Source: an optimization exercise on an open RTL-to-GDS flow (aim: small area). Production flows keep margins and buffers that such runs may drop. Function was checked by simulation only, so behaviour that the tests miss may differ from the original. Power is estimated from default activity; no workload was simulated.

==> design/flow/design.v <==
module trinket_core (
    input  wire        clk,
    input  wire        rst,           
    input  wire        cmd_valid,
    input  wire [2:0]  cmd_op,
    input  wire [15:0] cmd_arg,
    output wire        cmd_ready,
    output wire [15:0] imem_addr,
    input  wire [15:0] imem_rdata,
    output wire [15:0] dmem_addr,
    output wire        dmem_we,
    output wire [15:0] dmem_wdata,
    input  wire [15:0] dmem_rdata,
    input  wire [2:0]  dbg_sel,
    output wire [15:0] dbg_data,
    output wire [15:0] pc_out,
    output wire        bp_hit
);
    localparam CMD_STEP   = 3'd0;
    localparam CMD_RUN    = 3'd1;
    localparam CMD_SETPC  = 3'd2;
    localparam CMD_ADDBP  = 3'd3;
    localparam CMD_DELBP  = 3'd4;
    localparam CMD_CLRREG = 3'd5;
    localparam OP_ADD  = 3'd0;
    localparam OP_ADDI = 3'd1;
    localparam OP_NAND = 3'd2;
    localparam OP_LUI  = 3'd3;
    localparam OP_SW   = 3'd4;
    localparam OP_LW   = 3'd5;
    localparam OP_BEQ  = 3'd6;
    localparam OP_JALR = 3'd7;
    localparam S_IDLE  = 2'd0;
    localparam S_FETCH = 2'd1;
    localparam S_EXEC  = 2'd2;
    localparam S_LOAD  = 2'd3;
    localparam NBP = 4;
    reg  [1:0]  state;
    reg  [15:0] pc;
    reg  [15:0] regs [1:7];
    reg  [15:0] ticks_left;
    reg         use_bp;
    reg         hit;
    reg  [2:0]  ld_rd;
    reg  [15:0] bp_addr  [0:NBP-1];
    reg         bp_valid [0:NBP-1];
    integer i;
    wire [15:0] instr = imem_rdata;
    wire [2:0]  opcode = instr[15:13];
    wire [2:0]  ra     = instr[12:10];
    wire [2:0]  rb     = instr[9:7];
    wire [2:0]  rc     = instr[2:0];
    wire [15:0] imm7   = {9'd0, instr[6:0]};
    wire [15:0] imm10s = {instr[9:0], 6'd0};
    wire [15:0] xa = (ra == 3'd0) ? 16'd0 : regs[ra];
    wire [15:0] xb = (rb == 3'd0) ? 16'd0 : regs[rb];
    wire [15:0] xc = (rc == 3'd0) ? 16'd0 : regs[rc];
    wire [15:0] pc_plus1 = pc + 16'd1;
    wire [15:0] ea       = xb + imm7;
    reg         wr_en;
    reg  [15:0] wr_data;
    reg  [15:0] next_pc;
    always @(*) begin
        wr_en   = 1'b0;
        wr_data = 16'd0;
        next_pc = pc_plus1;
        case (opcode)
            OP_ADD:  begin wr_en = 1'b1; wr_data = xb + xc; end
            OP_ADDI: begin wr_en = 1'b1; wr_data = xb + imm7; end
            OP_NAND: begin wr_en = 1'b1; wr_data = ~(xb & xc); end
            OP_LUI:  begin wr_en = 1'b1; wr_data = imm10s; end
            OP_SW:   ;
            OP_LW:   ;   
            OP_BEQ:  if (xa == xb) next_pc = pc_plus1 + imm7;
            OP_JALR: begin
                wr_en   = 1'b1;
                wr_data = pc_plus1;
                next_pc = (ra == rb && ra != 3'd0) ? pc_plus1 : xb;
            end
        endcase
    end
    function automatic bp_match(input [15:0] a);
        integer k;
        begin
            bp_match = 1'b0;
            for (k = 0; k < NBP; k = k + 1)
                if (bp_valid[k] && bp_addr[k] == a) bp_match = 1'b1;
        end
    endfunction
    wire [15:0] tick_pc  = (state == S_LOAD) ? pc_plus1 : next_pc;
    wire        tick_end = (state == S_LOAD) || (state == S_EXEC && opcode != OP_LW);
    wire        tick_bp  = use_bp && bp_match(tick_pc);
    wire        last     = (ticks_left == 16'd1);
    reg         bp_present;
    reg         bp_free_found;
    reg  [1:0]  bp_free_idx;
    always @(*) begin
        bp_present    = 1'b0;
        bp_free_found = 1'b0;
        bp_free_idx   = 2'd0;
        for (i = 0; i < NBP; i = i + 1) begin
            if (bp_valid[i] && bp_addr[i] == cmd_arg) bp_present = 1'b1;
            if (!bp_valid[i] && !bp_free_found) begin
                bp_free_found = 1'b1;
                bp_free_idx   = i[1:0];
            end
        end
    end
    always @(posedge clk) begin
        if (rst) begin
            state      <= S_IDLE;
            pc         <= 16'd0;
            ticks_left <= 16'd0;
            use_bp     <= 1'b0;
            hit        <= 1'b0;
            ld_rd      <= 3'd0;
            for (i = 1; i < 8; i = i + 1) regs[i] <= 16'd0;
            for (i = 0; i < NBP; i = i + 1) begin
                bp_addr[i]  <= 16'd0;
                bp_valid[i] <= 1'b0;
            end
        end else begin
            case (state)
                S_IDLE: if (cmd_valid) begin
                    case (cmd_op)
                        CMD_STEP, CMD_RUN: begin
                            hit        <= 1'b0;
                            use_bp     <= (cmd_op == CMD_RUN);
                            ticks_left <= cmd_arg;
                            if (cmd_arg != 16'd0) state <= S_FETCH;
                        end
                        CMD_SETPC: pc <= cmd_arg;
                        CMD_ADDBP: if (!bp_present && bp_free_found) begin
                            bp_addr[bp_free_idx]  <= cmd_arg;
                            bp_valid[bp_free_idx] <= 1'b1;
                        end
                        CMD_DELBP: for (i = 0; i < NBP; i = i + 1)
                            if (bp_addr[i] == cmd_arg) bp_valid[i] <= 1'b0;
                        CMD_CLRREG: begin
                            pc <= 16'd0;
                            for (i = 1; i < 8; i = i + 1) regs[i] <= 16'd0;
                        end
                        default: ;
                    endcase
                end
                S_FETCH: state <= S_EXEC;
                S_EXEC: begin
                    if (wr_en && ra != 3'd0) regs[ra] <= wr_data;
                    if (opcode == OP_LW) begin
                        ld_rd <= ra;
                        state <= S_LOAD;
                    end
                end
                S_LOAD: begin
                    if (ld_rd != 3'd0) regs[ld_rd] <= dmem_rdata;
                end
            endcase
            if (tick_end) begin
                pc         <= tick_pc;
                ticks_left <= ticks_left - 16'd1;
                if (tick_bp) begin
                    hit   <= 1'b1;
                    state <= S_IDLE;
                end else if (last) begin
                    state <= S_IDLE;
                end else begin
                    state <= S_FETCH;
                end
            end
        end
    end
    assign cmd_ready  = (state == S_IDLE);
    assign imem_addr  = pc;
    assign dmem_addr  = ea;
    assign dmem_we    = (state == S_EXEC) && (opcode == OP_SW) && (ea[15:13] != 3'b000);
    assign dmem_wdata = xa;
    assign dbg_data   = (dbg_sel == 3'd0) ? 16'd0 : regs[dbg_sel];
    assign pc_out     = pc;
    assign bp_hit     = hit;
endmodule
==> design/flow/run.sh <==
#!/bin/bash
# synth_recipe.tcl (not shown) runs the flow's synth.tcl, then flattens the netlist and writes it again
# the make line also repeats each setting of config.mk as NAME=value (left out here)
make -C /OpenROAD-flow-scripts/flow DESIGN_CONFIG=/design/flow/config.mk WORK_HOME=/design/flow/orfs CLKGATE_MAP_FILE= SYNTH_SCRIPT=/design/flow/synth_recipe.tcl finish
==> design/flow/config.mk <==
export PLATFORM = sky130hd
export DESIGN_NAME = trinket_core
export DESIGN_NICKNAME = trinket_core
export VERILOG_FILES = /design/flow/design.v
export SDC_FILE = /design/flow/constraint.sdc
export NUM_CORES = 4
export LEC_CHECK = 0
export CAP_MARGIN = 20
export CORE_MARGIN = 2
export CORE_UTILIZATION = 40
export PLACE_DENSITY = 0.6
export SLEW_MARGIN = 20
==> design/flow/constraint.sdc <==
create_clock -name core_clock -period 10.0 [get_ports {clk}]
set_input_delay 2.0000 -clock core_clock [delete_from_list [all_inputs] [get_ports {clk}]]
set_output_delay 2.0000 -clock core_clock [all_outputs]
set_load 0.01 [all_outputs]
==> flow_summary.yaml <==
drt:
  drtPass1Iterations: 7
  routedWlPerCell_um: 26.2
  vias_per_cell: 6.32
  drtIter0Drc: 1961
  route.detailed.drc: 0
  totalWireLength_um: 68800
  ant_nets: 0
  vias: 16647
global_routing:
  antenna_found_initial: 0
  grt_pass1_wl_um: 102000
  grt_pass1_vias: 15745
  grt-ovfl-total: 0
  track_usage: 0.286
  grt_max_degree: 48
die:
  ioPinCount: 140
  design.die.area_um2: 46900
  fp.dieW_um: 217
  fp.dieH_um: 217
  num_rows: 77
  core_area_um2: 44400
  start_util: 0.407
critical_path:
  worstPathArrival_ns: 7.24
  end_kind: "output pin"
  r2r_end: "state[0]$_SDFFE_PP0P_"
  crit_start: "imem_rdata[8]"
  worst-r2r-cell-count: 18
  rrSetupSlack_ns: 4.16
  path_class: "in -> out"
  crit_required_ns: 8.00
  cp-endpoint: "dmem_we"
  cp_max_fo: 29
  regToRegStartpoint: "pc[0]$_SDFFE_PP0P_"
  start_kind: "primary input"
cells_and_area:
  drive_gt1_frac: 0.0931
  layout_common_cells: "nor2_1 (251), edfxtp_1 (176), clkdlybuf4s50_1 (134)"
  nets: 2117
  syn2layout_area_growth_pct: 14.0
  final_cells: 2632
  postLayoutCoreUtil: 0.464
  final_common_cell: "nor2_1"
  diodes: 0
clocking:
  cts_tree: "built"
  clk_latency_ns: 0.57
  clockBufferDepth: 3
  clkSlewWorstSetupHoldPaths_ns: 0.06
  cts_resized: 0
  cts-buffers-inserted: 27
  cts_sinks: 219
  cts_setup_buffers: 0
  holdBufCountCts: 0
  cts_max_level: 1
  clockRootBuffer: "clkbuf_16"
sta:
  rsz0062_at_grt: "no"
  worstMarginPinSlew_ns: 1.15
  fin_ws_ns: 0.763
  finalCritPeriodShare: 0.924
  finClkSkew_ns: 0.0230
  drv_slew: 0
  max_freq_mhz: 108
  setup_viol: 0
  hold_violations: 0
  fin_setup_tns_ns: 0
  finalCriticalPeriod_ns: 9.24
  slew_headroom: 0.231
power:
  power_density_nw_per_um2: 159
  p_sw_frac: 0.379
  vdd_drop_max_mv: 0.135
  intPower_mw: 2.04
  power.leakage_nw: 7.48
  share_seq_of_total_power: 0.361
  switchingPower_mw: 1.24
  power_frac_comb: 0.363
  clkPwrFrac: 0.276
  total_power_mw: 3.28
yosys:
  synth-seq-cells: 219
  seq_area_frac_synth: 0.340
  synth_edf_count: 176
  syn_avg_cell_area_um2: 9.17
  yosys_warnings: 1
  syn_inst: 1971
  synth_cell_types: 88
  ys_async_sr_fraction: 0
  syn-num-nets: 2069
  synth_flop_cell: "edfxtp_1"
  syn-cell-area_um2: 18100
placement:
  place_congestion: 0.937
  portBuffers: 139
  post-place-cells: 2582
  pre_cts_ws_ns: 0.913
  detailedPlacementHpwl_um: 49100
outcome:
  status: "complete, no violations"
run:
  max_cap_viol_count: 0
worst_hold_path:
  holdCritStartpoint: "use_bp$_SDFFE_PP0P_"
  hold_path.class: "reg -> reg"
==> Yosys cell counts, drive strengths merged (37+ instances only) <==
library cell | number | area share
a21oi | 73 | 0.020
a221oi | 44 | 0.022
and2 | 93 | 0.032
buf | 50 | 0.019
clkbuf | 111 | 0.023
dfxtp | 43 | 0.048
edfxtp | 176 | 0.29
ha | 38 | 0.026
inv | 52 | 0.011
mux2 | 52 | 0.032
mux2i | 97 | 0.054
mux4 | 37 | 0.046
nand2 | 126 | 0.026
nand3 | 45 | 0.012
nand4 | 41 | 0.015
nor2 | 251 | 0.052
nor3 | 54 | 0.015
o21ai | 85 | 0.024
xnor2 | 117 | 0.057
xor2 | 45 | 0.022
==> cell type report <==
| type | count | area (µm²) |
|---|---|---|
| clock inverters | 19 | 111 |
| fillers | 4243 | 23800 |
| flip-flops and latches | 219 | 6150 |
| multi-input cells | 1538 | 11000 |
| well taps | 592 | 741 |
| clock buffers | 31 | 691 |
| repair buffers | 180 | 1690 |
| inverters | 53 | 199 |
==> power by group through the flow <==
stage | registers [mW] | clock network, mW | logic (mW)
2_1_floorplan | 1.15 | 0 | 0.780
3_3_place_gp | 1.19 | 0 | 1.15
3_5_place_dp | 1.20 | 0 | 1.17
4_1_cts | 1.18 | 0.913 | 1.17
5_1_grt | 1.20 | 0.948 | 1.28
6_report | 1.18 | 0.904 | 1.19
==> registers in the layout (all words and copies together) (netlist names) <==
signal and flops:
bp_addr 64, bp_valid 4, hit 1, ld_rd 3, pc 16, regs 112
state 2, ticks_left 16, use_bp 1
==> how the worst min path moves through the flow <==
stage	endpoint	slack, ns	cells after the start
2_1_floorplan	use_bp$_SDFFE_PP0P_	0.44	2
3_3_place_gp	use_bp$_SDFFE_PP0P_	0.45	2
3_5_place_dp	use_bp$_SDFFE_PP0P_	0.45	2
4_1_cts	use_bp$_SDFFE_PP0P_	0.46	2
5_1_grt	use_bp$_SDFFE_PP0P_	0.49	2
6_report	use_bp$_SDFFE_PP0P_	0.46	2
==> critical path, stage by stage <==
cell             delay [ns]
buf_2                  0.61
and2b_1                0.57
a221oi_1               0.15
a221oi_1               0.62
inv_1                  0.24
fa_1                   0.46
nor2b_1                0.11
o21ai_0                0.10
a21boi_0               0.28
o21a_1                 0.18
o21a_1                 0.14
o21a_1                 0.13
and2_1                 0.19
and3_1                 0.21
xor2_1                 0.27
nor3_1                 0.11
nor4_1                 0.22
clkdlybuf4s50_1        0.60
==> per-layer routing <==
metal,vias to the layer above,GRT usage,share of wire
li1,7451,-,-
met4,0,0.0998,0.037
met5,-,0,0
met2,928,0.433,0.43
met1,8124,0.407,0.43
met3,144,0.0545,0.10
==> through the flow <==
step / area, µm² / hold slack (ns)
finish: 20600 / 0.459
global placement: 19800 / 0.449
CTS: 20600 / 0.459
global route: 20600 / 0.493
detailed placement: 19800 / 0.450
floorplan: 18100 / 0.436
==> kinds of logic after synthesis <==
group | synth area share
AO/OA/AOI/OAI | 0.166
XOR/XNOR | 0.0785
adder cells (fa/ha/maj) | 0.0296
buffers and inverters | 0.0529
flip-flops | 0.340
multiplexers | 0.132
AND/OR/NAND/NOR | 0.201

separate check: timing with driven ports:
The flow's constraints put no driver on any port. The routed layout listed below was extracted and timed again, unchanged, in two steps.
Step 1 assumes that a clkbuf_16 drives the clock port and a buf_2 every other input.
Step 2 times the ports against the registers' clock, not the clock port: input delays grow and output delays shrink by t, the midpoint of the rising clock arrivals with the driver on.
Three values: ideal, step 1, step 2; two values: the first two.
shift t [ns]: 0.612
setup WS [ns]: 0.763 / 0.740 / 0.740
hold WS [ns]: 0.459 / 0.459 / 0.459
latest minus earliest clock arrival (ns): 0.023 / 0.024
After both steps setup and hold are still met in this run. The setup slack of this run moves by -0.023 ns with the drivers and by -0.023 ns with both steps.
